Background: an optimization exercise with open tools, aiming at small area. Do not read the settings as production practice.
RTL that was checked went through simulation tests only; none was proved equivalent to the original.
The RTL of run 2 was laid out without a check of its function.
Power is estimated from default activity; no workload was simulated.

`design.v`:
```
module swx_top (
    input  wire        clk,
    input  wire        rst,
    input  wire        req_valid,
    input  wire [7:0]  req_data,
    output wire        req_ready,
    output wire        res_valid,
    output wire        res_ok,
    output wire [39:0] res_data,
    output wire        fault,
    output wire [2:0]  fault_code,
    output wire [7:0]  fault_info,
    output wire        bus_valid,
    output wire [7:0]  bus_data,
    output wire        bus_last,
    input  wire        bus_ready,
    input  wire [7:0]  bus_rdata,
    output reg         ce,
    output wire [2:0]  pstate,
    output wire        wait_valid,
    output wire [2:0]  wait_id,
    output wire [31:0] wait_us,
    input  wire        wait_ready,
    output wire        rxb_we,
    output wire [5:0]  rxb_addr,
    output wire [7:0]  rxb_wdata
);
    localparam [4:0] OP_READ_REG    = 5'h01;
    localparam [4:0] OP_WRITE_REG   = 5'h02;
    localparam [4:0] OP_READ_ADDR   = 5'h03;
    localparam [4:0] OP_WRITE_ADDR  = 5'h04;
    localparam [4:0] OP_ADDR_ENCODE = 5'h05;
    localparam [4:0] OP_ADDR_DECODE = 5'h06;
    localparam [4:0] OP_ADDR_PARSE  = 5'h07;
    localparam [4:0] OP_POWER_UP    = 5'h08;
    localparam [4:0] OP_POWER_DOWN  = 5'h09;
    localparam [4:0] OP_START_RADIO = 5'h0A;
    localparam [4:0] OP_STOP_RADIO  = 5'h0B;
    localparam [4:0] OP_START_RX    = 5'h0C;
    localparam [4:0] OP_STOP_RX     = 5'h0D;
    localparam [4:0] OP_RX_READY    = 5'h0E;
    localparam [4:0] OP_RX_DYN      = 5'h0F;
    localparam [4:0] OP_RX_FIXED    = 5'h10;
    localparam [4:0] OP_TX          = 5'h11;
    localparam [4:0] OP_FLUSH_TX    = 5'h12;
    localparam [4:0] OP_FLUSH_RX    = 5'h13;
    localparam [4:0] OP_INIT        = 5'h14;
    localparam [4:0] OP_RX_LOOP     = 5'h15;
    localparam [4:0] OP_SHUTDOWN    = 5'h16;
    localparam [4:0] OP_WAIT        = 5'h17;
    localparam [5:0] S_IDLE = 6'd0;
    localparam [5:0] S_DONE = 6'd1;
    localparam [5:0] S_RR1  = 6'd2;     
    localparam [5:0] S_RFF  = 6'd3;     
    localparam [5:0] S_WR1  = 6'd4;     
    localparam [5:0] S_WR2  = 6'd5;     
    localparam [5:0] S_RA1  = 6'd6;     
    localparam [5:0] S_RA2  = 6'd7;     
    localparam [5:0] S_RR2  = 6'd8;     
    localparam [5:0] S_WA1  = 6'd9;     
    localparam [5:0] S_WA2  = 6'd10;    
    localparam [5:0] S_EN1  = 6'd11;    
    localparam [5:0] S_LD   = 6'd12;    
    localparam [5:0] S_PA1  = 6'd13;    
    localparam [5:0] S_PA2  = 6'd14;    
    localparam [5:0] S_PCHK = 6'd15;    
    localparam [5:0] S_RD0A = 6'd16;    
    localparam [5:0] S_RD0B = 6'd17;
    localparam [5:0] S_WR0A = 6'd18;    
    localparam [5:0] S_WR0B = 6'd19;
    localparam [5:0] S_ST0  = 6'd20;    
    localparam [5:0] S_ST1  = 6'd21;
    localparam [5:0] S_DN0  = 6'd22;    
    localparam [5:0] S_DN1  = 6'd23;
    localparam [5:0] S_DP0  = 6'd24;    
    localparam [5:0] S_DP1  = 6'd25;
    localparam [5:0] S_DT   = 6'd26;    
    localparam [5:0] S_CL0  = 6'd27;    
    localparam [5:0] S_CL1  = 6'd28;
    localparam [5:0] S_E1   = 6'd29;    
    localparam [5:0] S_E2   = 6'd30;    
    localparam [5:0] S_TX1  = 6'd31;    
    localparam [5:0] S_TXA0 = 6'd32;    
    localparam [5:0] S_TXD  = 6'd33;    
    localparam [5:0] S_INIT = 6'd34;    
    localparam [5:0] S_LCHK = 6'd35;    
    localparam [5:0] S_W0   = 6'd48;
    localparam [5:0] S_W1   = 6'd49;
    localparam [5:0] S_W2   = 6'd50;
    localparam [5:0] S_W3   = 6'd51;
    localparam [5:0] S_W4   = 6'd52;
    localparam [5:0] S_W5   = 6'd53;
    localparam [5:0] S_W6   = 6'd54;
    localparam [5:0] S_F1   = 6'd57;
    localparam [5:0] S_F2   = 6'd58;
    localparam [5:0] S_F3   = 6'd59;
    localparam [5:0] S_F4   = 6'd60;
    localparam [5:0] S_F6   = 6'd62;
    reg [5:0]  st;
    reg [4:0]  op;
    reg [7:0]  b;         
    reg [5:0]  p;         
    reg [39:0] r;         
    reg        okf;       
    reg        nz;        
    reg        open;
    reg [1:0]  cs;        
    assign res_valid  = (st == S_DONE);
    assign res_ok     = okf;
    assign res_data   = r;
    assign fault      = (st[5:3] == 3'b111);
    assign fault_code = st[2:0];
    assign fault_info = b;
    assign wait_valid = (st[5:3] == 3'b110);
    assign wait_id    = st[2:0];
    assign wait_us    = r[31:0];
    assign pstate     = (cs == 2'd0) ? 3'd0 :
                        (cs == 2'd1) ? 3'd1 :
                        !ce          ? 3'd2 :
                        cs[0]        ? 3'd3 : 3'd4;
    assign rxb_addr   = p;
    assign rxb_wdata  = (st == S_DT) ? 8'h00 : bus_rdata;
    wire [4:0] rq_m   = req_data[4:0];
    wire rq_long  = (rq_m == 5'h0A) || (rq_m == 5'h0B) || (rq_m == 5'h10);
    wire rq_short = (rq_m[4:2] == 3'b011);
    wire b_long   = (b[4:0] == 5'h0A) || (b[4:0] == 5'h0B) || (b[4:0] == 5'h10);
    wire s_ready  = (bus_rdata[3:1] != 3'b111);
    wire is_dyn   = (op == OP_RX_DYN);
    wire is_loop  = (op == OP_RX_LOOP);
    wire is_tx    = (op == OP_TX);
    reg  [4:0] hv;
    always @* begin
        if (req_data >= 8'h30 && req_data <= 8'h39)      hv = {1'b0, req_data[3:0]};
        else if ((req_data >= 8'h61 && req_data <= 8'h66) ||
                 (req_data >= 8'h41 && req_data <= 8'h46)) hv = {1'b0, req_data[3:0] + 4'd9};
        else                                               hv = 5'h10;
    end
    reg [7:0] init_byte;
    reg       init_pass;
    reg       init_last;
    always @* begin
        init_pass = 1'b0;
        init_last = 1'b0;
        init_byte = 8'h00;
        case (p[4:0])
            5'd0:  init_byte = 8'h30;
            5'd1, 5'd2, 5'd3, 5'd4: init_pass = 1'b1;
            5'd5:  begin init_pass = 1'b1; init_last = 1'b1; end
            5'd6:  init_byte = 8'h2B;
            5'd7, 5'd8, 5'd9, 5'd10: init_pass = 1'b1;
            5'd11: begin init_pass = 1'b1; init_last = 1'b1; end
            5'd12: init_byte = 8'h26;
            5'd13: begin init_byte = 8'h0F; init_last = 1'b1; end
            5'd14: init_byte = 8'h3C;
            5'd15: begin init_byte = 8'h3F; init_last = 1'b1; end
            5'd16: init_byte = 8'h3D;
            5'd17: begin init_byte = 8'h04; init_last = 1'b1; end
            5'd18: init_byte = 8'h25;
            5'd19: begin init_pass = 1'b1; init_last = 1'b1; end
            5'd20: init_byte = 8'h20;
            5'd21: begin init_byte = 8'h0C; init_last = 1'b1; end
            5'd22: init_byte = 8'h24;
            default: begin init_pass = 1'b1; init_last = 1'b1; end
        endcase
    end
    reg        bv;           
    reg        pt;           
    reg        tk;           
    reg [7:0]  bd;
    reg        bl;
    always @* begin
        bv = 1'b0; pt = 1'b0; tk = 1'b0; bd = 8'hFF; bl = 1'b0;
        case (st)
            S_IDLE, S_EN1, S_PA1, S_PA2, S_TX1: tk = 1'b1;
            S_RR1:  begin pt = 1'b1; bd = {3'b000, rq_m}; end
            S_RFF:  begin bv = 1'b1; bl = 1'b1; end
            S_WR1:  begin pt = 1'b1; bd = {3'b001, rq_m}; end
            S_WR2:  begin pt = 1'b1; bd = req_data; bl = 1'b1; end
            S_RA1:  begin
                        if ((rq_long || rq_short) && open) pt = 1'b1; else tk = 1'b1;
                        bd = rq_long ? {3'b000, rq_m} : 8'h0B;
                    end
            S_RA2:  begin bv = 1'b1; bl = (p[2:0] == 3'd4); end
            S_RR2:  begin bv = 1'b1; bd = {3'b000, b[4:0]}; end
            S_WA1:  begin
                        if ((rq_long || rq_short) && open) pt = 1'b1; else tk = 1'b1;
                        bd = {3'b001, rq_m};
                    end
            S_WA2:  begin
                        if (b_long || p[2:0] == 3'd0) pt = 1'b1; else tk = 1'b1;
                        bd = req_data; bl = !b_long || (p[2:0] == 3'd4);
                    end
            S_LD:   tk = !((op == OP_ADDR_DECODE) && (p[2:0] >= b[2:0])) &&
                         !(is_loop && !p[1]);
            S_RD0A: begin bv = 1'b1; bd = 8'h00; end
            S_RD0B: begin bv = 1'b1; bl = 1'b1; end
            S_WR0A: begin bv = 1'b1; bd = 8'h20; end
            S_WR0B: begin
                        bv = 1'b1; bl = 1'b1;
                        if (op == OP_START_RADIO || op == OP_INIT) bd = b | 8'h02;
                        else if (op == OP_STOP_RADIO || op == OP_SHUTDOWN)    bd = b & 8'hFD;
                        else if (op == OP_START_RX || (is_loop && !okf))      bd = b | 8'h01;
                        else                                                  bd = b & 8'hFE;
                    end
            S_ST0:  begin bv = 1'b1; bd = 8'h07; end
            S_ST1:  begin bv = 1'b1; bl = 1'b1; end
            S_DN0:  begin bv = 1'b1; bd = 8'h60; end
            S_DN1:  begin bv = 1'b1; bl = 1'b1; end
            S_DP0:  begin bv = 1'b1; bd = 8'h61; bl = (b[5:0] == 6'd0); end
            S_DP1:  begin bv = 1'b1; bl = (p + 6'd1 == b[5:0]); end
            S_CL0:  begin bv = 1'b1; bd = 8'h27; end
            S_CL1:  begin
                        bv = 1'b1; bl = 1'b1;
                        bd = !is_tx ? 8'h40 : okf ? 8'h20 : 8'h10;
                    end
            S_E1:   begin bv = 1'b1; bd = 8'hE1; bl = 1'b1; end
            S_E2:   begin bv = 1'b1; bd = 8'hE2; bl = 1'b1; end
            S_TXA0: begin bv = 1'b1; bd = 8'hA0; bl = (b[5:0] == 6'd0); end
            S_TXD:  begin pt = 1'b1; bd = req_data; bl = (p + 6'd1 == b[5:0]); end
            S_INIT: begin
                        if (init_pass) begin pt = 1'b1; bd = req_data; end
                        else begin bv = 1'b1; bd = init_byte; end
                        bl = init_last;
                    end
            default: ;
        endcase
    end
    assign bus_valid = bv || (pt && req_valid);
    assign bus_data  = bd;
    assign bus_last  = bl;
    assign req_ready = tk || (pt && bus_ready);
    wire req_fire  = req_valid && req_ready;
    wire bus_fire  = bus_valid && bus_ready;
    assign rxb_we = (st == S_DT) || ((st == S_DP1) && bus_fire);
    wire adv = (bv || pt) ? bus_fire :
               tk         ? req_valid :
               wait_valid ? wait_ready : 1'b1;
    wire rq_bad_op = (req_data == 8'h00) || (req_data > 8'h17);
    wire rq_nobus  = (rq_m == OP_ADDR_ENCODE) || (rq_m == OP_ADDR_DECODE) ||
                     (rq_m == OP_ADDR_PARSE)  || (rq_m == OP_WAIT) ||
                     (rq_m == OP_READ_ADDR)   || (rq_m == OP_WRITE_ADDR) || (rq_m == OP_TX);
    wire p_lt10    = (p < 6'd10);
    wire is_codec  = (op == OP_ADDR_ENCODE) || (op == OP_ADDR_DECODE);
    wire rd_big    = (bus_rdata > 8'd32);
    reg [5:0] nx;
    always @* begin
        nx = st;
        case (st)
            S_IDLE:
                if (rq_bad_op) nx = S_F1;
                else if (!open && !rq_nobus) nx = S_F6;
                else case (rq_m)
                    OP_READ_REG:    nx = S_RR1;
                    OP_WRITE_REG:   nx = S_WR1;
                    OP_READ_ADDR:   nx = S_RA1;
                    OP_WRITE_ADDR:  nx = S_WA1;
                    OP_ADDR_ENCODE, OP_ADDR_DECODE: nx = S_EN1;
                    OP_ADDR_PARSE:  nx = S_PA1;
                    OP_POWER_UP, OP_START_RX:   nx = S_W0;
                    OP_POWER_DOWN, OP_STOP_RX:  nx = S_W1;
                    OP_START_RADIO, OP_STOP_RADIO, OP_SHUTDOWN: nx = S_RD0A;
                    OP_RX_READY, OP_RX_DYN, OP_RX_FIXED: nx = S_ST0;
                    OP_TX:          nx = S_TX1;
                    OP_FLUSH_TX:    nx = S_E1;
                    OP_FLUSH_RX:    nx = S_E2;
                    OP_INIT:        nx = S_INIT;
                    default:        nx = S_LD;
                endcase
            S_DONE: nx = S_IDLE;
            S_RR1:  nx = S_RFF;
            S_RFF:  nx = S_DONE;
            S_WR1:  nx = S_WR2;
            S_WR2:  nx = S_DONE;
            S_RA1, S_WA1:
                if (!(rq_long || rq_short)) nx = S_F3;
                else if (!open) nx = S_F6;
                else nx = (st == S_RA1) ? S_RA2 : S_WA2;
            S_RA2:  if (bus_last) nx = b_long ? S_DONE : S_RR2;
            S_RR2:  nx = S_RFF;
            S_WA2:  if (p[2:0] == 3'd4) nx = S_DONE;
            S_EN1:  nx = (req_data == 8'd0 || req_data > 8'd5) ? S_F2 : S_LD;
            S_LD:
                if (is_codec) begin
                    if (p[2:0] == 3'd4) nx = S_DONE;
                end else if (p[1:0] == 2'd3) nx = is_loop ? S_W0 : S_W6;
            S_PA1:  nx = (req_data == 8'd0) ? S_PCHK : S_PA2;
            S_PA2:  if (b == 8'd1) nx = S_PCHK;
            S_PCHK: nx = S_DONE;
            S_RD0A: nx = S_RD0B;
            S_RD0B: nx = S_WR0A;
            S_WR0A: nx = S_WR0B;
            S_WR0B: nx = (op[4:2] == 3'b011 || is_loop) ? S_W3 : S_W2;
            S_ST0:  nx = S_ST1;
            S_ST1:
                if (is_tx) nx = (bus_rdata[5] || bus_rdata[4]) ? S_CL0 : S_W4;
                else if (!s_ready) nx = is_loop ? S_W5 : S_DONE;
                else if (op == OP_RX_FIXED) nx = S_DP0;
                else if (op == OP_RX_READY) nx = S_DONE;
                else nx = S_DN0;
            S_DN0:  nx = S_DN1;
            S_DN1:  nx = rd_big ? S_E2 : S_DP0;
            S_DP0:  nx = (b[5:0] == 6'd0) ? S_DT : S_DP1;
            S_DP1:  if (bus_last) nx = (op == OP_RX_FIXED) ? S_CL0 : S_DT;
            S_DT:   nx = S_CL0;
            S_CL0:  nx = S_CL1;
            S_CL1:
                if (is_tx) nx = okf ? S_W1 : S_E1;
                else if (is_loop) nx = S_W5;
                else nx = S_DONE;
            S_E1:
                if (!is_tx || (!okf && b == 8'd0)) nx = S_DONE;
                else if (okf) nx = S_TXA0;
                else nx = S_W1;
            S_E2:   nx = is_loop ? S_W5 : S_DONE;
            S_TX1:
                if (req_data > 8'd32) nx = S_F4;
                else if (!open) nx = S_F6;
                else nx = S_E1;
            S_TXA0: nx = (b[5:0] == 6'd0) ? S_W0 : S_TXD;
            S_TXD:  if (bus_last) nx = S_W0;
            S_INIT: if (p[4:0] == 5'd23) nx = S_RD0A;
            S_LCHK: nx = (r[31:16] == 16'hFFFF) ? S_W1 : S_ST0;
            S_W0:
                if (op == OP_POWER_UP) nx = S_DONE;
                else if (is_tx) nx = S_ST0;
                else nx = S_RD0A;
            S_W1:
                if (op == OP_POWER_DOWN) nx = S_DONE;
                else if (is_tx) nx = (b == 8'd0) ? S_E1 : S_DONE;
                else nx = S_RD0A;
            S_W2:   nx = (op == OP_INIT) ? S_E2 : S_DONE;
            S_W3:   nx = (is_loop && !okf) ? S_LCHK : S_DONE;
            S_W4:   nx = (b == 8'd1) ? S_W1 : S_ST0;
            S_W5:   nx = S_LCHK;
            S_W6:   nx = S_DONE;
            default: ;
        endcase
    end
    wire [5:0] nst = adv ? nx : st;
    wire sIDLE = (st == S_IDLE);
    wire sPA2  = (st == S_PA2);
    wire sLD   = (st == S_LD);
    reg       b_en;
    reg [7:0] b_d;
    always @* begin
        b_en = 1'b0;
        b_d  = req_data;
        case (st)
            S_IDLE, S_WR1, S_EN1, S_PA1: b_en = 1'b1;
            S_RA1, S_WA1: b_en = !((rq_long || rq_short) && !open);
            S_TX1:  b_en = !(req_data <= 8'd32 && !open);
            S_RD0B, S_DN1: begin b_en = 1'b1; b_d = bus_rdata; end
            S_PA2, S_W4: begin b_en = 1'b1; b_d = b - 8'd1; end
            S_ST1:  begin b_en = !is_tx; b_d = 8'd8; end
            S_W0:   begin b_en = 1'b1; b_d = 8'd100; end
            default: ;
        endcase
    end
    wire p_clr = sIDLE || (st == S_DN1);
    wire p_inc = (st == S_RA2) || (st == S_WA2) || sLD || (sPA2 && p_lt10) ||
                 (st == S_DP1) || (st == S_TXD) || (st == S_INIT);
    wire       r0_zero = (r[7:0] == 8'd0);
    wire       r2_zero = (r[23:16] == 8'd0);
    wire [1:0] csel = {(st == S_ST0) || (st == S_W5), (st == S_DP0) || (st == S_W5)};
    wire [7:0] cbyte = (csel == 2'd0) ? r[7:0] : (csel == 2'd1) ? r[15:8] :
                       (csel == 2'd2) ? r[23:16] : r[31:24];
    wire [7:0] cinc  = cbyte + 8'd1;
    reg [4:0]  r_ben;      
    reg [9:0]  r_nen;      
    reg [2:0]  d_sel;      
    integer k;
    always @* begin
        r_ben  = 5'd0;
        r_nen  = 10'd0;
        d_sel  = 3'd2;
        case (st)
            S_RFF:  r_ben = 5'b00001;
            S_RA2:  for (k = 0; k < 5; k = k + 1) r_ben[k] = (p[2:0] == k);
            S_LD:   begin
                        for (k = 0; k < 5; k = k + 1) r_ben[k] = (p[2:0] == k);
                        d_sel = (!tk || (op == OP_ADDR_ENCODE && p[2:0] >= b[2:0])) ? 3'd0 :
                                is_loop ? 3'd4 : 3'd1;
                    end
            S_PA2:  begin
                        for (k = 0; k < 10; k = k + 1) r_nen[k] = (p == 9 - k);
                        d_sel = 3'd3;
                    end
            S_PCHK: begin r_ben = {5{!(okf && nz)}}; d_sel = 3'd0; end
            S_ST1:  begin r_ben = {4'd0, is_dyn}; d_sel = 3'd0; end
            S_DN1:  begin
                        r_ben  = {4'd0, is_dyn || (is_loop && !rd_big && bus_rdata != 8'd0)};
                        d_sel  = is_loop ? 3'd5 : rd_big ? 3'd0 : 3'd2;
                    end
            S_DP0:  begin r_ben = {3'd0, is_loop && b[5:0] != 6'd0 && r0_zero, 1'b0}; d_sel = 3'd5; end
            S_ST0:  begin r_ben = {2'd0, is_loop, 2'd0}; d_sel = 3'd5; end
            S_W5:   begin r_ben = {1'b0, r2_zero, 3'd0}; d_sel = 3'd5; end
            default: ;
        endcase
    end
    wire [7:0] d8 = (d_sel == 3'd0) ? 8'h00 :
                    (d_sel == 3'd1) ? req_data :
                    (d_sel == 3'd2) ? bus_rdata :
                    (d_sel == 3'd3) ? {hv[3:0], hv[3:0]} :
                    (d_sel == 3'd4) ? ~req_data : cinc;
    wire [9:0] nen = r_nen | {r_ben[4], r_ben[4], r_ben[3], r_ben[3], r_ben[2], r_ben[2],
                              r_ben[1], r_ben[1], r_ben[0], r_ben[0]};
    always @(posedge clk) begin
        if (rst) begin
            st   <= S_IDLE;
            open <= 1'b1;
            cs   <= 2'd0;
            ce   <= 1'b0;
        end else begin
            st <= nst;
            if (nst == S_W0) ce <= 1'b1;
            else if (nst == S_W1) ce <= 1'b0;
            if (bus_fire && ((st == S_WR0B) || (st == S_WR2 && b[4:0] == 5'd0)))
                cs <= bd[1] ? {1'b1, bd[0]} : 2'd1;
            if (adv && st == S_W2 && op == OP_SHUTDOWN) open <= 1'b0;
        end
    end
    always @(posedge clk) begin
        if (adv) begin
            if (sIDLE) op <= rq_m;
            if (b_en) b <= b_d;
            if (p_clr) p <= 6'd0;
            else if (p_inc) p <= p + 6'd1;
            for (k = 0; k < 10; k = k + 1)
                if (nen[k]) r[4*k +: 4] <= (k % 2 == 1) ? d8[7:4] : d8[3:0];
            case (st)
                S_IDLE: if (rq_m == OP_RX_LOOP) okf <= 1'b0;
                S_PA1:  begin okf <= (req_data >= 8'd10); nz <= 1'b0; end
                S_PA2:  if (p_lt10) begin
                            if (hv[4]) okf <= 1'b0;
                            if (hv[3:0] != 4'd0) nz <= 1'b1;
                        end
                S_PCHK: okf <= okf && nz;
                S_ST1:  if (!is_tx) okf <= s_ready;
                        else if (bus_rdata[5]) okf <= 1'b1;
                        else if (bus_rdata[4]) okf <= 1'b0;
                S_TX1:  okf <= 1'b1;
                S_W4:   if (b == 8'd1) okf <= 1'b0;
                S_LCHK: if (r[31:16] == 16'hFFFF) okf <= 1'b1;
                default: ;
            endcase
        end
    end
endmodule
```
`run.sh`:
```
#!/bin/bash
# synth_recipe.tcl (not shown) runs the flow's synth.tcl, then flattens the netlist and writes it again
# the make line also repeats each setting of config.mk as NAME=value (left out here)
make -C /OpenROAD-flow-scripts/flow DESIGN_CONFIG=/design/flow/config.mk WORK_HOME=/design/flow/orfs CLKGATE_MAP_FILE= SYNTH_SCRIPT=/design/flow/synth_recipe.tcl finish
```
`config.mk`:
```
export PLATFORM = sky130hd
export DESIGN_NAME = swx_top
export DESIGN_NICKNAME = swx_top
export VERILOG_FILES = /design/flow/design.v
export SDC_FILE = /design/flow/constraint.sdc
export NUM_CORES = 4
export LEC_CHECK = 0
export ABC_AREA = 1
export CAP_MARGIN = 20
export CORE_MARGIN = 2
export CORE_UTILIZATION = 60
export SLEW_MARGIN = 20
```
`constraint.sdc`:
```
create_clock -name core_clock -period 10.0 [get_ports {clk}]
set_input_delay 2.0000 -clock core_clock [delete_from_list [all_inputs] [get_ports {clk}]]
set_output_delay 2.0000 -clock core_clock [all_outputs]
set_load 0.01 [all_outputs]
```
==> results by group, run 1 <==
Detailed routing
  • Avg WL per Cell: between 20 and 25 um
  • Final ANT Viol Nets: 0
  • Starting DRT DRC Count: 1803
  • DR vias/cell: 6.43
  • # DRC: 0
  • Vias: 9912
  • TritonRoute pass-1 iters: 8
  • Final WL: between 30 and 40 mm

Worst hold path
  • Worst min-delay path category: flop to flop

STA
  • Final Cycle Share: 0.703
  • Final hold viol count: 0
  • TNS Setup: 0 ns
  • Slew Limit Fails: 0
  • FMAX: 142 MHz
  • Final min period: 7.03 ns
  • Finish-stage setup viols: 0
  • RSZ-0062 raised after global routing: false
  • Final setup margin: 2.97 ns
  • Worst Tran Pin Value: 1.13 ns
  • Slew headroom: 0.237
  • Layout Skew: 0.00602 ns

Placed design
  • I/O Buffers: 140
  • Dpl cells: 1525
  • DP Wirelength: 25.7 mm
  • DP Worst Slack: about 3 ns
  • GPL Wtd Cong: 1.13
  • Area after DPL: 9200 sq um

Final layout
  • Ant. Diodes: 0
  • Share of cells above drive strength 1: 0.0469
  • Multi-input combinational cell area: 4740 sq um
  • Design Area, Final: roughly 9500 sq um
  • Reg area: 2190 sq um
  • Fill count: approximately 1100
  • Non-filler cells, final: approximately 1500
  • Area growth from synthesis to layout: 19.6%
  • Final #Nets: 1406

Worst setup path
  • Buffers and inverters on the worst path: 4
  • Most used cell along the critical path: nand3_1
  • Worst setup EP type: output pin
  • Worst path required time: 8.00 ns
  • Worst reg-to-reg setup slack: 5.66 ns
  • Top delay family on crit path: buffers and inverters
  • Worst Setup Start Kind: input pin
  • Cell Chain, Critical Path: clkdlybuf4s50_1 -> clkinv_1 -> ha_1 -> inv_1 -> nand2_1 -> nand3_1 -> nand3_1 -> nand3_1 -> nand3_2 -> nand2_1 -> nand2_2 -> nand2_4 -> o21ai_0 -> clkdlybuf4s50_1
  • CP max stage delay: around 0.6 ns
  • Path type of the worst setup path: input pin to output pin
  • CP max FO: 11
  • CP max-delay cell: clkdlybuf4s50_1
  • Arrival time at the worst endpoint: approximately 5.0 ns

Global routing
  • Vias in the first global route: 8780
  • Global route overflow: 0
  • Largest net degree at the start of global routing: 23
  • Total GRT Usage: 0.449
  • Initial antenna violation count: 0
  • First-pass GRT wire length: roughly 49 mm

Floorplan
  • Die Footprint: ~14000 sq um
  • Initial core utilization: 0.607
  • Core Box Area: 13100 sq um
  • # IOs: around 140
  • Row count: 42
  • Die H: 119 um
  • Die width: 119 um

Clock network
  • Clock Pin Slew Worst Setup and Hold Paths: 0.06 ns
  • Clock Tree Buf Depth: 2
  • Post-CTS setup buffer count: 0
  • CTS buffer count: 9
  • Hold buffers post-CTS: 0
  • H-tree Lvls: 3
  • CTS tree: yes
  • Clk latency of the worst-skew pair: roughly 0.36 ns
  • # resized after CTS: 0
  • Clock Sinks: ~80
  • Root Driver: clkbuf_16

Synthesis
  • Yosys warning total: 1
  • Mapped cell area: 7950 sq um
  • Mapped Cells: 1268
  • Most numerous cell in the Yosys netlist: nand2_1
  • Ys flop type: edfxtp_1
  • Avg Cell Area, Syn: 6.27 sq um
  • Synth Register Bits: 79
  • Top cell type's share of synthesized area: 0.230
  • Post-synth EDFFs: 61
  • Top cells by area, synth: edfxtp_1 23%, nand2_1 16%, nand3_1 8.4%
  • Post-synth top area cell: edfxtp_1
  • Synth top cells by count: 346 x nand2_1, 172 x nor2_1, 150 x inv_1, 134 x nand3_1, 61 x edfxtp_1
  • Post-synthesis sequential area ratio: 0.276
  • Ys async rst share: 0
  • Synth Net Count: between 1000 and 1500
  • Yosys cell types: 53

Run status
  • Status: timing/DRC/antenna clean

Pwr
  • Leak: 4.57 nW
  • Worst IR Drop VDD: 0.000275 V
  • Total chip power: around 2.6 mW
  • P per Cell Area: 272 nW/um^2

Job
  • MaxCap Viol Count: 0
[layout make-up]
type / instances / area share
Inverter: 166 / 0.0656
Sequential cell: 79 / 0.231
Clock buffer: 9 / 0.0237
Tap cell: 176 / 0.0232
Multi-Input combinational cell: 961 / 0.499
Clock inverter: 7 / 0.00829
Timing Repair Buffer: 143 / 0.150
[worst min-delay path, cell delays in order, from the launching register on]
cell and delay, ns:
dfxtp_1 0.31, nand2_1 0.06, a21oi_1 0.05
[final timing paths]
path                      start            endpoint  cells past startpoint
max                 req_data[0]              rxb_we                     14
min          cs[1]$_SDFFE_PP0P_  cs[1]$_SDFFE_PP0P_                      2
max reg2reg    st[4]$_SDFF_PP0_     r[30]$_DFFE_PP_                     15
min reg2reg  cs[1]$_SDFFE_PP0P_  cs[1]$_SDFFE_PP0P_                      2
[placed cells by master (no fill, tap or decap), types with 3 or more instances in the layout]
cell and instances:
a31oi_1 11, nor2_2 5, nand2_2 6, ha_1 25
o221ai_1 7, clkdlybuf4s50_1 140, o22ai_1 6, a221oi_1 4
o211ai_1 19, nand3_2 6, clkinv_1 4, dfxtp_1 18
clkbuf_16 9, nor3_1 26, buf_4 3, nand2_4 3
o2111ai_1 8, inv_1 150, nand4_1 20, a21oi_1 49
o21ai_1 9, inv_2 13, nor2_1 172, nand2_1 346
edfxtp_1 61, o21ai_0 57, o31ai_1 4, nor2_4 5
or2_2 3, nor4_1 7, o21bai_1 3, nand3_1 134
[cell families (layout without fill, tap and decap cells)]
group	after synthesis	count (layout)	share of synthesized area
and+or+nand+nor	741	741	0.404
buffers and inverters	228	325	0.128
AOI/OAI and AO/OA	192	192	0.150
DFF	79	79	0.276
adders and majority gates	25	25	0.0394
xor gates and xnor gates	3	3	0.00331
[where the power goes]
group	internal, mW	total (mW)	leakage [nW]	switching, mW
registers	0.474	0.610	0.706	0.136
logic	0.526	1.63	3.71	1.10
clock network	0.196	0.347	0.146	0.150
total	1.20	2.59	4.57	1.39
[registers in the layout, summed over array words and instances (netlist names)]
signal,count
b,8
op,5
r,40
init_byte,6
open,1
init_pass,1
st,6
ce,1
nz,1
init_last,1
cs,2
okf,1
p,6
[stage by stage]
stage / hold slack [ns] / utilization
6_report: 0.465 / 0.726
5_1_grt: 0.507 / 0.726
4_1_cts: 0.464 / 0.726
3_5_place_dp: 0.455 / 0.703
3_3_place_gp: 0.456 / 0.703
2_1_floorplan: 0.444 / -
[per-layer routing]
metal  global-route usage  routed length [um]
met1                0.588               11700
met2                0.647               13500
met3                0.146                5170
met4                0.265                2330
met5                    0                   0
==> inputs of run 2 (changes only) <==
--- a/design.v
+++ b/design.v
@@ -135,34 +135,6 @@
                  (req_data >= 8'h41 && req_data <= 8'h46)) hv = {1'b0, req_data[3:0] + 4'd9};
         else                                               hv = 5'h10;
     end
-    reg [7:0] init_byte;
-    reg       init_pass;
-    reg       init_last;
-    always @* begin
-        init_pass = 1'b0;
-        init_last = 1'b0;
-        init_byte = 8'h00;
-        case (p[4:0])
-            5'd0:  init_byte = 8'h30;
-            5'd1, 5'd2, 5'd3, 5'd4: init_pass = 1'b1;
-            5'd5:  begin init_pass = 1'b1; init_last = 1'b1; end
-            5'd6:  init_byte = 8'h2B;
-            5'd7, 5'd8, 5'd9, 5'd10: init_pass = 1'b1;
-            5'd11: begin init_pass = 1'b1; init_last = 1'b1; end
-            5'd12: init_byte = 8'h26;
-            5'd13: begin init_byte = 8'h0F; init_last = 1'b1; end
-            5'd14: init_byte = 8'h3C;
-            5'd15: begin init_byte = 8'h3F; init_last = 1'b1; end
-            5'd16: init_byte = 8'h3D;
-            5'd17: begin init_byte = 8'h04; init_last = 1'b1; end
-            5'd18: init_byte = 8'h25;
-            5'd19: begin init_pass = 1'b1; init_last = 1'b1; end
-            5'd20: init_byte = 8'h20;
-            5'd21: begin init_byte = 8'h0C; init_last = 1'b1; end
-            5'd22: init_byte = 8'h24;
-            default: begin init_pass = 1'b1; init_last = 1'b1; end
-        endcase
-    end
     reg        bv;           
     reg        pt;           
     reg        tk;           
@@ -218,9 +190,25 @@
             S_TXA0: begin bv = 1'b1; bd = 8'hA0; bl = (b[5:0] == 6'd0); end
             S_TXD:  begin pt = 1'b1; bd = req_data; bl = (p + 6'd1 == b[5:0]); end
             S_INIT: begin
-                        if (init_pass) begin pt = 1'b1; bd = req_data; end
-                        else begin bv = 1'b1; bd = init_byte; end
-                        bl = init_last;
+                        bv = 1'b1;
+                        case (p[4:0])
+                            5'd0:  bd = 8'h30;
+                            5'd6:  bd = 8'h2B;
+                            5'd12: bd = 8'h26;
+                            5'd13: begin bd = 8'h0F; bl = 1'b1; end
+                            5'd14: bd = 8'h3C;
+                            5'd15: begin bd = 8'h3F; bl = 1'b1; end
+                            5'd16: bd = 8'h3D;
+                            5'd17: begin bd = 8'h04; bl = 1'b1; end
+                            5'd18: bd = 8'h25;
+                            5'd20: bd = 8'h20;
+                            5'd21: begin bd = 8'h0C; bl = 1'b1; end
+                            5'd22: bd = 8'h24;
+                            default: begin
+                                bv = 1'b0; pt = 1'b1; bd = req_data;
+                                bl = (p[4:0] == 5'd5) || (p[4:0] == 5'd11) || (p[4:0] == 5'd19) || (p[4:0] == 5'd23);
+                            end
+                        endcase
                     end
             default: ;
         endcase
==> flow/run.sh (new file) <==
#!/bin/bash
# Standard layout, except that the port buffers are the smallest buffer cell.
set -euo pipefail
bash standard.sh "BUFFER_PORTS_ARGS=-buffer_cell sky130_fd_sc_hd__buf_1" finish > standard.log 2>&1
==> standard.sh (new file) <==
#!/bin/bash
# synth_recipe.tcl (not shown) runs the flow's synth.tcl, then flattens the netlist and writes it again
# the make line also repeats each setting of config.mk as NAME=value (left out here)
make -C /OpenROAD-flow-scripts/flow DESIGN_CONFIG=/design/flow/config.mk WORK_HOME=/design/flow/orfs CLKGATE_MAP_FILE= SYNTH_SCRIPT=/design/flow/synth_recipe.tcl "${@:-finish}"
removed: run.sh
==> run 2 against run 1 <==
  * Maximum frequency grew 8.1%
  * Still clean
  * Largest power group unchanged
  * Clock power down 12%
  * Routed wire length fell by 7.1%
  * Worst hold slack improved by 0.020 ns
  * Synthesized area shrank 3.7%
  * Critical path type unchanged
  * Largest cell class unchanged
  * Synthesized cell count shrank 2.8%
  * Worst setup slack gained 0.53 ns
  * Non-clock buffer count fell by 2
  * Cell count fell by 2.4%
==> results by group, run 2 <==
Clock network
  • H-tree Lvls: 3 (unchanged)
  • Clock Sinks: 71 (was 79)
  • Root Driver: clkbuf_16 (unchanged)
  • Clock Pin Slew Worst Setup and Hold Paths: 0.07 ns (was 0.06 ns)
  • Clock Tree Buf Depth: 2 (unchanged)
  • Hold buffers post-CTS: 0 (unchanged)
  • CTS tree: yes (unchanged)
  • Clk latency of the worst-skew pair: 0.36 ns (about the same)
  • Post-CTS setup buffer count: 0 (unchanged)
  • # resized after CTS: 0 (unchanged)
  • CTS buffer count: 9 (unchanged)

Final layout
  • Non-filler cells, final: 1504 (was 1541)
  • Max reg flops: 40 (unchanged)
  • Area growth from synthesis to layout: 8.30% (was 19.6%)
  • Commonest non-fill, non-tap cell in the layout: nand2_1 (unchanged)
  • Multi-input combinational cell area: 4630 sq um (was 4740 sq um)
  • Biggest regs: r (40), b (8) (unchanged)
  • Final #Nets: 1366 (was 1406)
  • Fill count: 1238 (was 1096)
  • Most frequent cells in the layout: 348 x nand2_1, 159 x nor2_1, 147 x inv_1 (was 346 x nand2_1, 172 x nor2_1, 150 x inv_1)
  • Share of cells above drive strength 1: 0.0533 (was 0.0469)
  • Design Area, Final: 8290 sq um (was 9500 sq um)
  • Reg area: 2030 sq um (was 2190 sq um)
  • Largest register by flop count: r (unchanged)

Worst setup path
  • CP max stage delay: 0.41 ns (was 0.59 ns)
  • Top delay family on crit path: simple AND/OR/NAND/NOR gates (was buffers and inverters)
  • CP max FO: 9 (was 11)
  • FF-to-FF Start: p[1]$_SDFFCE_PN0P_ (was st[4]$_SDFF_PP0_)
  • CP max-delay cell: clkinv_1 (was clkdlybuf4s50_1)
  • Arrival time at the worst endpoint: 4.50 ns (was 5.03 ns)
  • Worst setup EP type: output pin (unchanged)
  • Worst Setup Start Kind: input pin (unchanged)
  • Cell Chain, Critical Path: buf_1 -> clkinv_1 -> ha_1 -> nand3_1 -> nand3_1 -> nand2_1 -> nor2_1 -> nor2_1 -> nand2_1 -> nand2_1 -> nand2_2 -> nand2_4 -> o21ai_0 -> buf_1 (was clkdlybuf4s50_1 -> clkinv_1 -> ha_1 -> inv_1 -> nand2_1 -> nand3_1 -> nand3_1 -> nand3_1 -> nand3_2 -> nand2_1 -> nand2_2 -> nand2_4 -> o21ai_0 -> clkdlybuf4s50_1)
  • Buffers and inverters on the worst path: 3 (was 4)
  • Most used cell along the critical path: nand2_1 (was nand3_1)
  • Path type of the worst setup path: input pin to output pin (unchanged)
  • Worst path required time: 8.00 ns (about the same)
  • Worst Setup SP: req_data[0] (unchanged)

STA
  • Layout Skew: 0.0171 ns (was 0.00602 ns)
  • Slew Limit Fails: 0 (unchanged)
  • FMAX: 154 MHz (was 142 MHz)
  • TNS Setup: 0 ns (unchanged)
  • Final Cycle Share: 0.650 (was 0.703)
  • RSZ-0062 raised after global routing: false (unchanged)
  • Finish-stage setup viols: 0 (unchanged)
  • Final hold viol count: 0 (unchanged)
  • Worst Tran Pin Value: 1.13 ns (about the same)
  • Final min period: 6.50 ns (was 7.03 ns)
  • Slew headroom: 0.237 (about the same)
  • Final setup margin: 3.50 ns (was 2.97 ns)

Detailed routing
  • Final ANT Viol Nets: 0 (unchanged)
  • # DRC: 0 (unchanged)
  • Starting DRT DRC Count: 1585 (was 1803)
  • Vias: 9499 (was 9912)
  • Final WL: 30.3 mm (was 32.7 mm)
  • Avg WL per Cell: 20.2 um (was 21.2 um)
  • TritonRoute pass-1 iters: 9 (was 8)
  • DR vias/cell: 6.32 (was 6.43)

Synthesis
  • Xor/xnor cell area share of the yosys netlist: 0.00572 (was 0.00331)
  • Post-synth top area cell: edfxtp_1 (unchanged)
  • Yosys warning total: 1 (unchanged)
  • Mapped Cells: 1233 (was 1268)
  • Synth top cells by count: 348 x nand2_1, 159 x nor2_1, 147 x inv_1, 123 x nand3_1, 61 x edfxtp_1 (was 346 x nand2_1, 172 x nor2_1, 150 x inv_1, 134 x nand3_1, 61 x edfxtp_1)
  • Top cell type's share of synthesized area: 0.239 (was 0.230)
  • Synth Register Bits: 71 (was 79)
  • Mapped cell area: 7660 sq um (was 7950 sq um)
  • Most numerous cell in the Yosys netlist: nand2_1 (unchanged)
  • Ys flop type: edfxtp_1 (unchanged)
  • Post-synth EDFFs: 61 (unchanged)
  • Avg Cell Area, Syn: 6.21 sq um (was 6.27 sq um)
  • Synth Net Count: 1273 (was 1314)
  • Yosys cell types: 51 (was 53)
  • Simple-gate share of the synthesized area: 0.424 (was 0.404)
  • Largest family of logic cells by synthesized area: simple AND/OR/NAND/NOR gates (unchanged)
  • Ys async rst share: 0 (unchanged)
  • Post-Synth Adder-Cell Area: 0.0311 (was 0.0394)
  • Mux cell area share after synthesis: 0 (unchanged)
  • Compound-gate portion of the synthesized area: 0.143 (was 0.150)
  • Top cells by area, synth: edfxtp_1 24%, nand2_1 17%, nand3_1 8.0% (was edfxtp_1 23%, nand2_1 16%, nand3_1 8.4%)
  • Post-synthesis sequential area ratio: 0.265 (was 0.276)

Job
  • MaxCap Viol Count: 0 (unchanged)

Global routing
  • Vias in the first global route: 8156 (was 8780)
  • Initial antenna violation count: 0 (unchanged)
  • Global route overflow: 0 (unchanged)
  • Largest net degree at the start of global routing: 19 (was 23)
  • First-pass GRT wire length: 44.6 mm (was 48.7 mm)
  • Total GRT Usage: 0.440 (was 0.449)

Floorplan
  • Die Footprint: 13700 sq um (was 14200 sq um)
  • Row count: 41 (was 42)
  • Die width: 117 um (was 119 um)
  • Initial core utilization: 0.612 (was 0.607)
  • Die H: 117 um (was 119 um)
  • Core Box Area: 12500 sq um (was 13100 sq um)
  • # IOs: 141 (unchanged)

Pwr
  • Combinational share of power: 0.608 (was 0.630)
  • Clock share of power: 0.141 (was 0.134)
  • Worst IR Drop VDD: 0.000177 V (was 0.000275 V)
  • Net Switching: 1.22 mW (was 1.39 mW)
  • Int Power: 0.945 mW (was 1.20 mW)
  • Reg power frac: 0.250 (was 0.236)
  • Leak: 4.08 nW (was 4.57 nW)
  • Sw Share: 0.564 (was 0.537)
  • P per Cell Area: 262 nW/um^2 (was 272 nW/um^2)

Placed design
  • I/O Buffers: 140 (unchanged)
  • Dpl cells: 1487 (was 1525)
  • Area after DPL: 8010 sq um (was 9200 sq um)
  • DP Wirelength: 24.2 mm (was 25.7 mm)
  • DP Worst Slack: 3.66 ns (was 3.06 ns)
  • GPL Wtd Cong: 1.20 (was 1.13)

Worst hold path
  • Worst min-delay path category: flop to flop (unchanged)
  • Hold wc startpoint: cs[1]$_SDFFE_PP0P_ (unchanged)

Run status
  • Status: timing/DRC/antenna clean (unchanged)
-- run 2: cell count changes in the layout (fill, tap and decap cells not counted), moves of 4 or more --
cell and delta:
nor2_2 +7, nand3b_1 +4, dfxtp_1 -8, nor2_1 -13, clkdlybuf4s50_1 -140, nand3_1 -11
nand4_1 +5, buf_1 +140, ha_1 -6
-- run 2: final cells by class --
class	count	area share
multi-input combinational	941	0.558
sequential	71	0.245
inverter	162	0.0733
timing repair buffer	141	0.0643
clock buffer	10	0.0276
tap	172	0.0260
clock inverter	6	0.00528
antenna	1	0.000302
-- run 2: worst register-to-register path: stages (launching register included) --
cell	delay [ns]
edfxtp_1	0.51
inv_1	0.18
ha_1	0.26
nand2_1	0.19
inv_1	0.18
nand2_1	0.14
o21ai_0	0.10
nor2_1	0.15
nand4_1	0.26
nand2_1	0.21
nand2_1	0.09
nand2_2	0.10
nand2_4	0.07
nand2_4	0.12
inv_1	0.27
a41oi_1	0.94
-- run 2: cells by family (layout without fill, tap and decap cells) --
| family | after synthesis | in the layout |
|---|---|---|
| simple gates | 736 | 736 |
| buf+inv | 221 | 319 |
| compound gates | 181 | 181 |
| flops | 71 | 71 |
| fa+ha+maj | 19 | 19 |
| xor+xnor | 5 | 5 |
| other cells | 0 | 1 |
-- run 2: power groups by stage --
stage | Combinational (mW) | Clock [mW] | Sequential [mW]
floorplan | 0.897 | 0 | 0.504
global placement | 1.25 | 0 | 0.540
detailed placement | 1.26 | 0 | 0.541
CTS | 1.27 | 0.304 | 0.535
global route | 1.42 | 0.318 | 0.551
finish | 1.32 | 0.306 | 0.543
-- run 2: metrics by stage --
step	utilization	total power [mW]	hold WS, ns
after floorplan	-	1.40	0.443
after global placement	0.640	1.79	0.455
after detailed placement	0.640	1.80	0.469
after CTS	0.662	2.10	0.478
after global routing	0.662	2.29	0.492
final	0.662	2.17	0.485
-- run 2: worst paths after layout --
| kind | to | slack (ns) | cells past startpoint |
|---|---|---|---|
| worst max-delay path | rxb_we | 3.50 | 14 |
| worst min-delay path | cs[1]$_SDFFE_PP0P_ | 0.48 | 2 |
| worst max register to register | b[0]$_DFFE_PP_ | 5.86 | 15 |
| worst min register to register | cs[1]$_SDFFE_PP0P_ | 0.48 | 2 |
-- run 2: metal layers --
metal  GRT usage  part of all wire  vias up
met5           0                 0        -
met4       0.300             0.085        0
met3       0.123              0.14      208
met2       0.654              0.41      855
met1       0.554              0.36     4144
li1            -                 -     4292
==> inputs of run 3 (changes only) <==
--- a/design.v
+++ b/design.v
@@ -105,6 +105,7 @@
     reg        nz;        
     reg        open;
     reg [1:0]  cs;        
+    reg        hf;        
     assign res_valid  = (st == S_DONE);
     assign res_ok     = okf;
     assign res_data   = r;
@@ -121,8 +122,10 @@
     assign rxb_addr   = p;
     assign rxb_wdata  = (st == S_DT) ? 8'h00 : bus_rdata;
     wire [4:0] rq_m   = req_data[4:0];
-    wire rq_long  = (rq_m == 5'h0A) || (rq_m == 5'h0B) || (rq_m == 5'h10);
-    wire rq_short = (rq_m[4:2] == 3'b011);
+    wire [7:0] hb     = r[39:32];    
+    wire [4:0] hb_m   = hb[4:0];
+    wire hb_long  = (hb_m == 5'h0A) || (hb_m == 5'h0B) || (hb_m == 5'h10);
+    wire hb_short = (hb_m[4:2] == 3'b011);
     wire b_long   = (b[4:0] == 5'h0A) || (b[4:0] == 5'h0B) || (b[4:0] == 5'h10);
     wire s_ready  = (bus_rdata[3:1] != 3'b111);
     wire is_dyn   = (op == OP_RX_DYN);
@@ -144,23 +147,23 @@
         bv = 1'b0; pt = 1'b0; tk = 1'b0; bd = 8'hFF; bl = 1'b0;
         case (st)
             S_IDLE, S_EN1, S_PA1, S_PA2, S_TX1: tk = 1'b1;
-            S_RR1:  begin pt = 1'b1; bd = {3'b000, rq_m}; end
+            S_RR1:  begin pt = 1'b1; bd = {3'b000, hb_m}; end
             S_RFF:  begin bv = 1'b1; bl = 1'b1; end
-            S_WR1:  begin pt = 1'b1; bd = {3'b001, rq_m}; end
-            S_WR2:  begin pt = 1'b1; bd = req_data; bl = 1'b1; end
+            S_WR1:  begin pt = 1'b1; bd = {3'b001, hb_m}; end
+            S_WR2:  begin pt = 1'b1; bd = hb; bl = 1'b1; end
             S_RA1:  begin
-                        if ((rq_long || rq_short) && open) pt = 1'b1; else tk = 1'b1;
-                        bd = rq_long ? {3'b000, rq_m} : 8'h0B;
+                        if (!hf || ((hb_long || hb_short) && open)) pt = 1'b1;
+                        bd = hb_long ? {3'b000, hb_m} : 8'h0B;
                     end
             S_RA2:  begin bv = 1'b1; bl = (p[2:0] == 3'd4); end
             S_RR2:  begin bv = 1'b1; bd = {3'b000, b[4:0]}; end
             S_WA1:  begin
-                        if ((rq_long || rq_short) && open) pt = 1'b1; else tk = 1'b1;
-                        bd = {3'b001, rq_m};
+                        if (!hf || ((hb_long || hb_short) && open)) pt = 1'b1;
+                        bd = {3'b001, hb_m};
                     end
             S_WA2:  begin
                         if (b_long || p[2:0] == 3'd0) pt = 1'b1; else tk = 1'b1;
-                        bd = req_data; bl = !b_long || (p[2:0] == 3'd4);
+                        bd = hb; bl = !b_long || (p[2:0] == 3'd4);
                     end
             S_LD:   tk = !((op == OP_ADDR_DECODE) && (p[2:0] >= b[2:0])) &&
                          !(is_loop && !p[1]);
@@ -188,7 +191,7 @@
             S_E1:   begin bv = 1'b1; bd = 8'hE1; bl = 1'b1; end
             S_E2:   begin bv = 1'b1; bd = 8'hE2; bl = 1'b1; end
             S_TXA0: begin bv = 1'b1; bd = 8'hA0; bl = (b[5:0] == 6'd0); end
-            S_TXD:  begin pt = 1'b1; bd = req_data; bl = (p + 6'd1 == b[5:0]); end
+            S_TXD:  begin pt = 1'b1; bd = hb; bl = (p + 6'd1 == b[5:0]); end
             S_INIT: begin
                         bv = 1'b1;
                         case (p[4:0])
@@ -205,7 +208,7 @@
                             5'd21: begin bd = 8'h0C; bl = 1'b1; end
                             5'd22: bd = 8'h24;
                             default: begin
-                                bv = 1'b0; pt = 1'b1; bd = req_data;
+                                bv = 1'b0; pt = 1'b1; bd = hb;
                                 bl = (p[4:0] == 5'd5) || (p[4:0] == 5'd11) || (p[4:0] == 5'd19) || (p[4:0] == 5'd23);
                             end
                         endcase
@@ -213,15 +216,16 @@
             default: ;
         endcase
     end
-    assign bus_valid = bv || (pt && req_valid);
+    assign bus_valid = bv || (pt && hf);
     assign bus_data  = bd;
     assign bus_last  = bl;
-    assign req_ready = tk || (pt && bus_ready);
+    assign req_ready = tk || (pt && !hf);
     wire req_fire  = req_valid && req_ready;
     wire bus_fire  = bus_valid && bus_ready;
     assign rxb_we = (st == S_DT) || ((st == S_DP1) && bus_fire);
-    wire adv = (bv || pt) ? bus_fire :
+    wire adv = (bv || (pt && hf)) ? bus_fire :
                tk         ? req_valid :
+               pt         ? 1'b0 :
                wait_valid ? wait_ready : 1'b1;
     wire rq_bad_op = (req_data == 8'h00) || (req_data > 8'h17);
     wire rq_nobus  = (rq_m == OP_ADDR_ENCODE) || (rq_m == OP_ADDR_DECODE) ||
@@ -260,7 +264,7 @@
             S_WR1:  nx = S_WR2;
             S_WR2:  nx = S_DONE;
             S_RA1, S_WA1:
-                if (!(rq_long || rq_short)) nx = S_F3;
+                if (!(hb_long || hb_short)) nx = S_F3;
                 else if (!open) nx = S_F6;
                 else nx = (st == S_RA1) ? S_RA2 : S_WA2;
             S_RA2:  if (bus_last) nx = b_long ? S_DONE : S_RR2;
@@ -334,8 +338,9 @@
         b_en = 1'b0;
         b_d  = req_data;
         case (st)
-            S_IDLE, S_WR1, S_EN1, S_PA1: b_en = 1'b1;
-            S_RA1, S_WA1: b_en = !((rq_long || rq_short) && !open);
+            S_IDLE, S_EN1, S_PA1: b_en = 1'b1;
+            S_WR1:  begin b_en = 1'b1; b_d = hb; end
+            S_RA1, S_WA1: begin b_en = !((hb_long || hb_short) && !open); b_d = hb; end
             S_TX1:  b_en = !(req_data <= 8'd32 && !open);
             S_RD0B, S_DN1: begin b_en = 1'b1; b_d = bus_rdata; end
             S_PA2, S_W4: begin b_en = 1'b1; b_d = b - 8'd1; end
@@ -384,6 +389,7 @@
             S_W5:   begin r_ben = {1'b0, r2_zero, 3'd0}; d_sel = 3'd5; end
             default: ;
         endcase
+        if (pt && !hf) begin r_ben = 5'b10000; d_sel = 3'd1; end
     end
     wire [7:0] d8 = (d_sel == 3'd0) ? 8'h00 :
                     (d_sel == 3'd1) ? req_data :
@@ -395,11 +401,14 @@
     always @(posedge clk) begin
         if (rst) begin
             st   <= S_IDLE;
+            hf   <= 1'b0;
             open <= 1'b1;
             cs   <= 2'd0;
             ce   <= 1'b0;
         end else begin
             st <= nst;
+            if (pt && !hf && req_valid) hf <= 1'b1;
+            else if (adv) hf <= 1'b0;
             if (nst == S_W0) ce <= 1'b1;
             else if (nst == S_W1) ce <= 1'b0;
             if (bus_fire && ((st == S_WR0B) || (st == S_WR2 && b[4:0] == 5'd0)))
@@ -408,13 +417,13 @@
         end
     end
     always @(posedge clk) begin
+        for (k = 0; k < 10; k = k + 1)
+            if (nen[k] && (adv || (pt && !hf))) r[4*k +: 4] <= (k % 2 == 1) ? d8[7:4] : d8[3:0];
         if (adv) begin
             if (sIDLE) op <= rq_m;
             if (b_en) b <= b_d;
             if (p_clr) p <= 6'd0;
             else if (p_inc) p <= p + 6'd1;
-            for (k = 0; k < 10; k = k + 1)
-                if (nen[k]) r[4*k +: 4] <= (k % 2 == 1) ? d8[7:4] : d8[3:0];
             case (st)
                 S_IDLE: if (rq_m == OP_RX_LOOP) okf <= 1'b0;
                 S_PA1:  begin okf <= (req_data >= 8'd10); nz <= 1'b0; end
==> flow/run.sh (replaced) <==
#!/bin/bash
# Standard layout with two changes:
#  - synthesis is synth_recipe.tcl unchanged except that abc runs an area-oriented
#    script (flow/abc_area.script) instead of ORFS's delay-driven one; registers,
#    their names and cell types are untouched (abc sees only combinational logic);
#  - the port buffers that global placement inserts are the smallest buffer cell.
# Each step's output goes to its own log file in this folder.
set -euo pipefail
here=$PWD
{
  echo "proc abc {args} {"
  echo "  set i [lsearch -exact \$args -script]"
  echo "  if {\$i >= 0} { set args [lreplace \$args \$i [expr {\$i + 1}] -script $here/flow/abc_area.script] }"
  echo "  yosys abc {*}\$args"
  echo "}"
  cat synth_recipe.tcl
} > area_synth.tcl
bash standard.sh "SYNTH_SCRIPT=$here/area_synth.tcl" synth > synth.log 2>&1
bash standard.sh "SYNTH_SCRIPT=$here/area_synth.tcl" \
  "BUFFER_PORTS_ARGS=-buffer_cell sky130_fd_sc_hd__buf_1" finish > layout.log 2>&1
==> flow/abc_area.script (new file) <==
strash
&get -n
&deepsyn -T 40
&put
dch -f
amap
topo
==> run 3 against run 2 <==
  * Core utilization is 2.0 points higher
  * Largest cell class unchanged
  * Sequential share of layout area is 4.5 points higher
  * Highest routed layer unchanged
  * Count of clock-buffer cells in the layout is 1 lower
  * Non-clock buffer count is 1 higher
  * Critical path type is now flop to output pin
  * First-iteration DRC count is 0.44% higher
  * Largest power group unchanged
  * Combinational power is 4% higher
  * Global-route usage is 6.2 points higher
==> results by group, run 3 <==
Synthesis
  • Synth Net Count: 951 (was 1273)
  • Most numerous cell in the Yosys netlist: nor2_1 (was nand2_1)
  • Synth Register Bits: 72 (was 71)
  • Largest family of logic cells by synthesized area: simple AND/OR/NAND/NOR gates (unchanged)
  • Synth top cells by count: 211 x nor2_1, 123 x clkinv_1, 82 x o21ai_0, 68 x nand2_1, 61 x edfxtp_1 (was 348 x nand2_1, 159 x nor2_1, 147 x inv_1, 123 x nand3_1, 61 x edfxtp_1)
  • Simple-gate share of the synthesized area: 0.277 (was 0.424)
  • Post-synth top area cell: edfxtp_1 (unchanged)
  • Yosys warning total: 1 (unchanged)
  • Mapped cell area: 6450 sq um (was 7660 sq um)
  • Compound-gate portion of the synthesized area: 0.252 (was 0.143)
  • Yosys cell types: 44 (was 51)
  • Mux cell area share after synthesis: 0 (unchanged)
  • Mapped Cells: 911 (was 1233)
  • Post-Synth Adder-Cell Area: 0.0368 (was 0.0311)
  • Ys async rst share: 0 (unchanged)
  • Top cells by area, synth: edfxtp_1 28%, nor2_1 12%, clkinv_1 7.2% (was edfxtp_1 24%, nand2_1 17%, nand3_1 8.0%)
  • Ys flop type: edfxtp_1 (unchanged)
  • Avg Cell Area, Syn: 7.08 sq um (was 6.21 sq um)
  • Xor/xnor cell area share of the yosys netlist: 0 (was 0.00572)
  • Top cell type's share of synthesized area: 0.284 (was 0.239)
  • Post-synthesis sequential area ratio: 0.318 (was 0.265)
  • Post-synth EDFFs: 61 (unchanged)

Pwr
  • Worst IR Drop VDD: 0.000271 V (was 0.000177 V)
  • P per Cell Area: 321 nW/um^2 (was 262 nW/um^2)
  • Sw Share: 0.582 (was 0.564)
  • Reg power frac: 0.295 (was 0.250)
  • Combinational share of power: 0.602 (was 0.608)
  • Net Switching: 1.32 mW (was 1.22 mW)
  • Clock share of power: 0.103 (was 0.141)
  • Total chip power: 2.27 mW (was 2.17 mW)
  • Int Power: 0.948 mW (was 0.945 mW)
  • Leak: 2.24 nW (was 4.08 nW)

Worst setup path
  • R2R depth: 17 (was 15)
  • Reg2reg end: ce$_SDFFE_PP0P_ (was b[0]$_DFFE_PP_)
  • CP max-delay cell: dfxtp_1 (was clkinv_1)
  • Buffers and inverters on the worst path: 3 (unchanged)
  • Worst path required time: 8.00 ns (about the same)
  • Arrival time at the worst endpoint: 4.18 ns (was 4.50 ns)
  • Worst reg-to-reg setup slack: 4.07 ns (was 5.86 ns)
  • Worst Setup SP: st[1]$_SDFF_PP0_ (was req_data[0])
  • Path type of the worst setup path: flop to output pin (was input pin to output pin)
  • CP max stage delay: 0.73 ns (was 0.41 ns)
  • Worst Setup Start Kind: flop (was input pin)
  • Worst setup EP type: output pin (unchanged)
  • FF-to-FF Start: st[1]$_SDFF_PP0_ (was p[1]$_SDFFCE_PN0P_)
  • Top delay family on crit path: simple AND/OR/NAND/NOR gates (unchanged)
  • CP max FO: 15 (was 9)
  • Most used cell along the critical path: nor2_1 (was nand2_1)
  • Cell Chain, Critical Path: clkinv_1 -> nor2_1 -> clkinv_1 -> a21oi_1 -> nor2_1 -> nand4_1 -> a31oi_1 -> nor2_1 -> nor4_1 -> o21ai_0 -> buf_1 (was buf_1 -> clkinv_1 -> ha_1 -> nand3_1 -> nand3_1 -> nand2_1 -> nor2_1 -> nor2_1 -> nand2_1 -> nand2_1 -> nand2_2 -> nand2_4 -> o21ai_0 -> buf_1)

Final layout
  • Most frequent cells in the layout: 211 x nor2_1, 140 x buf_1, 123 x clkinv_1 (was 348 x nand2_1, 159 x nor2_1, 147 x inv_1)
  • Reg area: 2050 sq um (was 2030 sq um)
  • Core Util, Final: 0.682 (was 0.662)
  • Fill count: 942 (was 1238)
  • Commonest non-fill, non-tap cell in the layout: nor2_1 (was nand2_1)
  • Area growth from synthesis to layout: 9.64% (was 8.30%)
  • Multi-input combinational cell area: 3650 sq um (was 4630 sq um)
  • Final #Nets: 1066 (was 1366)
  • Largest register by flop count: r (unchanged)
  • Max reg flops: 40 (unchanged)
  • Share of cells above drive strength 1: 0.0175 (was 0.0533)
  • Biggest regs: r (40), b (8) (unchanged)

Placed design
  • I/O Buffers: 140 (unchanged)
  • GPL Wtd Cong: 1.25 (was 1.20)
  • DP Wirelength: 22.6 mm (was 24.2 mm)
  • DP Worst Slack: 4.41 ns (was 3.66 ns)

STA
  • TNS Setup: 0 ns (unchanged)
  • Slew Limit Fails: 0 (unchanged)
  • Final Cycle Share: 0.618 (was 0.650)
  • Slew headroom: 0.238 (was 0.237)
  • Final min period: 6.18 ns (was 6.50 ns)
  • FMAX: 162 MHz (was 154 MHz)
  • Final hold viol count: 0 (unchanged)
  • RSZ-0062 raised after global routing: false (unchanged)
  • Worst Tran Pin Value: 1.14 ns (was 1.13 ns)
  • Layout Skew: 0.0181 ns (was 0.0171 ns)
  • Final setup margin: 3.82 ns (was 3.50 ns)
  • Finish-stage setup viols: 0 (unchanged)

Detailed routing
  • Avg WL per Cell: 24.6 um (was 20.2 um)
  • Final ANT Viol Nets: 0 (unchanged)
  • Vias: 8328 (was 9499)
  • TritonRoute pass-1 iters: 13 (was 9)
  • # DRC: 0 (unchanged)
  • Starting DRT DRC Count: 1592 (was 1585)
  • Final WL: 28.7 mm (was 30.3 mm)
  • DR vias/cell: 7.12 (was 6.32)

Global routing
  • Global route overflow: 0 (unchanged)
  • Total GRT Usage: 0.502 (was 0.440)
  • Largest net degree at the start of global routing: 17 (was 19)
  • Initial antenna violation count: 2 (was 0)
  • First-pass GRT wire length: 42.6 mm (was 44.6 mm)
  • Vias in the first global route: 7183 (was 8156)

Floorplan
  • Row count: 37 (was 41)
  • Die Footprint: 11600 sq um (was 13700 sq um)
  • # IOs: 141 (unchanged)
  • Die width: 108 um (was 117 um)
  • Core Box Area: 10400 sq um (was 12500 sq um)
  • Die H: 108 um (was 117 um)
  • Initial core utilization: 0.622 (was 0.612)

Clock network
  • CTS tree: yes (unchanged)
  • Hold buffers post-CTS: 0 (unchanged)
  • Clock Pin Slew Worst Setup and Hold Paths: 0.10 ns (was 0.07 ns)
  • Root Driver: clkbuf_8 (was clkbuf_16)
  • Clock Tree Buf Depth: 2 (unchanged)
  • CTS buffer count: 9 (unchanged)
  • Clock Sinks: 72 (was 71)
  • Post-CTS setup buffer count: 0 (unchanged)
  • H-tree Lvls: 3 (unchanged)
  • Clk latency of the worst-skew pair: 0.40 ns (was 0.36 ns)
  • # resized after CTS: 0 (unchanged)

Worst hold path
  • Hold wc startpoint: ce$_SDFFE_PP0P_ (was cs[1]$_SDFFE_PP0P_)
  • Hold Path Depth: 2 (unchanged)
  • Worst min-delay path category: flop to flop (unchanged)
  • Hold path endpoint: ce$_SDFFE_PP0P_ (was cs[1]$_SDFFE_PP0P_)

Job
  • MaxCap Viol Count: 0 (unchanged)

Run status
  • Status: timing/DRC/antenna clean (unchanged)
[run 3: stage by stage]
stage / hold WS (ns) / cell area, sq um / cells
after floorplan: 0.471 / 6450 / 911
after global placement: 0.489 / 6880 / 1151
after detailed placement: 0.494 / 6880 / 1151
after CTS: 0.509 / 7070 / 1167
after global routing: 0.540 / 7070 / 1168
final: 0.505 / 7070 / 1170
[run 3: worst max path at each step]
stage | to | cells past startpoint
floorplan | bus_data[1] | 13
global placement | ce$_SDFFE_PP0P_ | 17
detailed placement | ce$_SDFFE_PP0P_ | 18
CTS | bus_data[1] | 14
global route | bus_data[1] | 14
finish | bus_data[0] | 11
[run 3: routing by layer]
metal,global-route usage,part of all wire,wire length [um],up-vias
met3,0.229,0.18,5200,218
met2,0.698,0.39,11300,878
met4,0.262,0.072,2070,0
li1,-,-,-,3518
met1,0.647,0.35,10200,3714
met5,0,0,0,-
[run 3: layout make-up]
cell class	instances	area share
clock buffer	9	0.0175
clock inverter	7	0.00902
sequential	72	0.290
antenna	3	0.00106
inverter	123	0.0653
timing repair buffer	142	0.0764
tap	136	0.0241
multi-input combinational	678	0.517
[run 3: power groups by stage]
stage | Clock [mW] | Combinational (mW) | Sequential, mW
after floorplan | 0 | 0.818 | 0.599
after global placement | 0 | 1.25 | 0.646
after detailed placement | 0 | 1.25 | 0.648
after CTS | 0.231 | 1.26 | 0.642
after global routing | 0.243 | 1.44 | 0.662
final | 0.234 | 1.37 | 0.669
[run 3: kinds of logic (layout without fill, tap and decap cells)]
group	count (synthesis)	count (layout)
buf+inv	161	281
simple gates	409	409
fa+ha+maj	19	19
flops	72	72
compound gates	250	250
other cells	0	3
[run 3: tightest hold or removal path: stages (launching register included)]
cell and delay (ns):
dfxtp_1 0.34, clkinv_1 0.07, a211oi_1 0.06
==> inputs of run 4 (changes only) <==
--- a/config.mk
+++ b/config.mk
@@ -9,4 +9,5 @@
 export CAP_MARGIN = 20
 export CORE_MARGIN = 2
 export CORE_UTILIZATION = 60
+export CTS_BUF_LIST = sky130_fd_sc_hd__clkbuf_8
 export SLEW_MARGIN = 20
==> run 4 against run 3 <==
  * Sequential share of layout area unchanged
  * Critical endpoint unchanged
  * First-iteration DRC count unchanged
  * Count of clock-buffer cells in the layout unchanged
  * Still clean
  * Global-route usage is the same
  * Combinational power about the same
  * Non-clock buffer count stayed put
==> results by group, run 4 <==
Global routing
  • Initial antenna violation count: 2 (unchanged)
  • Largest net degree at the start of global routing: 17 (unchanged)
  • Global route overflow: 0 (unchanged)
  • Vias in the first global route: 7183 (unchanged)

Job
  • MaxCap Viol Count: 0 (unchanged)

Worst setup path
  • Worst path required time: 8.00 ns (about the same)
  • Worst setup path end: bus_data[0] (unchanged)
  • Worst Setup Start Kind: flop (unchanged)
  • Arrival time at the worst endpoint: 4.18 ns (about the same)
  • Worst setup EP type: output pin (unchanged)
  • CP max-delay cell: dfxtp_1 (unchanged)
  • Worst reg-to-reg setup slack: 4.07 ns (about the same)
  • Path type of the worst setup path: flop to output pin (unchanged)
  • Cell Chain, Critical Path: clkinv_1 -> nor2_1 -> clkinv_1 -> a21oi_1 -> nor2_1 -> nand4_1 -> a31oi_1 -> nor2_1 -> nor4_1 -> o21ai_0 -> buf_1 (unchanged)
  • CP max FO: 15 (unchanged)

Clock network
  • # resized after CTS: 0 (unchanged)
  • Clock Sinks: 72 (unchanged)
  • H-tree Lvls: 3 (unchanged)
  • Hold buffers post-CTS: 0 (unchanged)
  • Clock Pin Slew Worst Setup and Hold Paths: 0.10 ns (about the same)

Pwr
  • Total chip power: 2.27 mW (unchanged)
  • P per Cell Area: 321 nW/um^2 (unchanged)

Final layout
  • Final #Nets: 1066 (unchanged)
  • Reg area: 2050 sq um (unchanged)
  • Most frequent cells in the layout: 211 x nor2_1, 140 x buf_1, 123 x clkinv_1 (unchanged)
  • Max reg flops: 40 (unchanged)

Synthesis
  • Top cell type's share of synthesized area: 0.284 (unchanged)
  • Yosys cell types: 44 (unchanged)
  • Largest family of logic cells by synthesized area: simple AND/OR/NAND/NOR gates (unchanged)
  • Yosys warning total: 1 (unchanged)
  • Post-Synth Adder-Cell Area: 0.0368 (unchanged)
  • Post-synth top area cell: edfxtp_1 (unchanged)

Detailed routing
  • Met3 wire len: 5.20 mm (unchanged)
  • DR vias/cell: 7.12 (unchanged)
  • Avg WL per Cell: 24.6 um (unchanged)
  • Starting DRT DRC Count: 1592 (unchanged)
  • # DRC: 0 (unchanged)
  • DR top layer: met4 (unchanged)
  • Post-Route M1 WL: 10.2 mm (unchanged)
  • Vias: 8328 (unchanged)

STA
  • FMAX: 162 MHz (unchanged)
  • Slew headroom: 0.238 (unchanged)
  • Final hold viol count: 0 (unchanged)
  • Finish-stage setup viols: 0 (unchanged)
  • Final setup margin: 3.82 ns (unchanged)
  • TNS Setup: 0 ns (unchanged)

Placed design
  • DP Wirelength: 22.6 mm (unchanged)

Floorplan
  • Die Footprint: 11600 sq um (unchanged)

Run status
  • Status: timing/DRC/antenna clean (unchanged)
-- run 4: cell type report --
class / count / area share
Inverter: 123 / 0.0653
Timing Repair Buffer: 142 / 0.0764
Clock inverter: 7 / 0.00902
Clock buffer: 9 / 0.0175
Sequential cell: 72 / 0.290
Tap cell: 136 / 0.0241
Multi-Input combinational cell: 678 / 0.517
Antenna cell: 3 / 0.00106
-- run 4: worst max-delay path, delay by kind of cell (launching register included) --
| family | cells | cell delay, ns |
|---|---|---|
| buf+inv | 3 | 1.06 |
| simple gates | 5 | 1.32 |
| compound gates | 3 | 0.64 |
| flops | 1 | 0.73 |
-- run 4: cells by family after synthesis --
logic type / Yosys count
AO/OA/AOI/OAI: 250
adder cells (fa/ha/maj): 19
buffers and inverters: 161
flip-flops: 72
AND/OR/NAND/NOR: 409
-- run 4: worst min path at each step --
stage	cells after the start	end	from
2_1_floorplan	2	cs[1]$_SDFFE_PP0P_	cs[1]$_SDFFE_PP0P_
3_3_place_gp	2	cs[1]$_SDFFE_PP0P_	cs[1]$_SDFFE_PP0P_
3_5_place_dp	2	ce$_SDFFE_PP0P_	ce$_SDFFE_PP0P_
4_1_cts	2	ce$_SDFFE_PP0P_	ce$_SDFFE_PP0P_
5_1_grt	2	ce$_SDFFE_PP0P_	ce$_SDFFE_PP0P_
6_report	2	ce$_SDFFE_PP0P_	ce$_SDFFE_PP0P_
-- run 4: power by group --
| group | switching [mW] | total [mW] | leakage [nW] | internal, mW |
|---|---|---|---|---|
| sequential | 0.185 | 0.669 | 0.650 | 0.484 |
| clock | 0.139 | 0.234 | 0.0899 | 0.0950 |
| combinational | 0.996 | 1.37 | 1.50 | 0.369 |
-- run 4: routing by layer --
| layer | track usage | vias to the layer above |
|---|---|---|
| met5 | 0 | - |
| met4 | 0.262 | 0 |
| met3 | 0.229 | 218 |
| met2 | 0.698 | 878 |
| met1 | 0.647 | 3714 |
| li1 | - | 3518 |
-- run 4: metrics by stage --
step,hold slack [ns],cells
3_3_place_gp,0.489,1151
6_report,0.505,1170
4_1_cts,0.509,1167
2_1_floorplan,0.471,911
5_1_grt,0.540,1168
3_5_place_dp,0.494,1151

## static timing again, ports no longer ideal
The flow's constraints put no driver on any port. The routed layouts listed below were extracted and timed again, unchanged, in two steps. Step 1 assumes that a clkbuf_16 drives the clock port and a buf_2 every other input. Step 2 times the ports against the registers' clock, not the clock port: input delays grow and output delays shrink by t, the midpoint of the rising clock arrivals with the driver on. Three values: ideal ports, drivers, drivers and shift; two values: the first two.
run	t, ns	slack for setup (ns)
run 1	0.401	2.973 / 2.952 / 2.952
run 2	0.397	3.502 / 3.476 / 3.476
run 3	0.429	3.825 / 3.788 / 4.075
run 4	0.429	3.825 / 3.788 / 4.075
After both steps setup and hold are still met in every run listed.
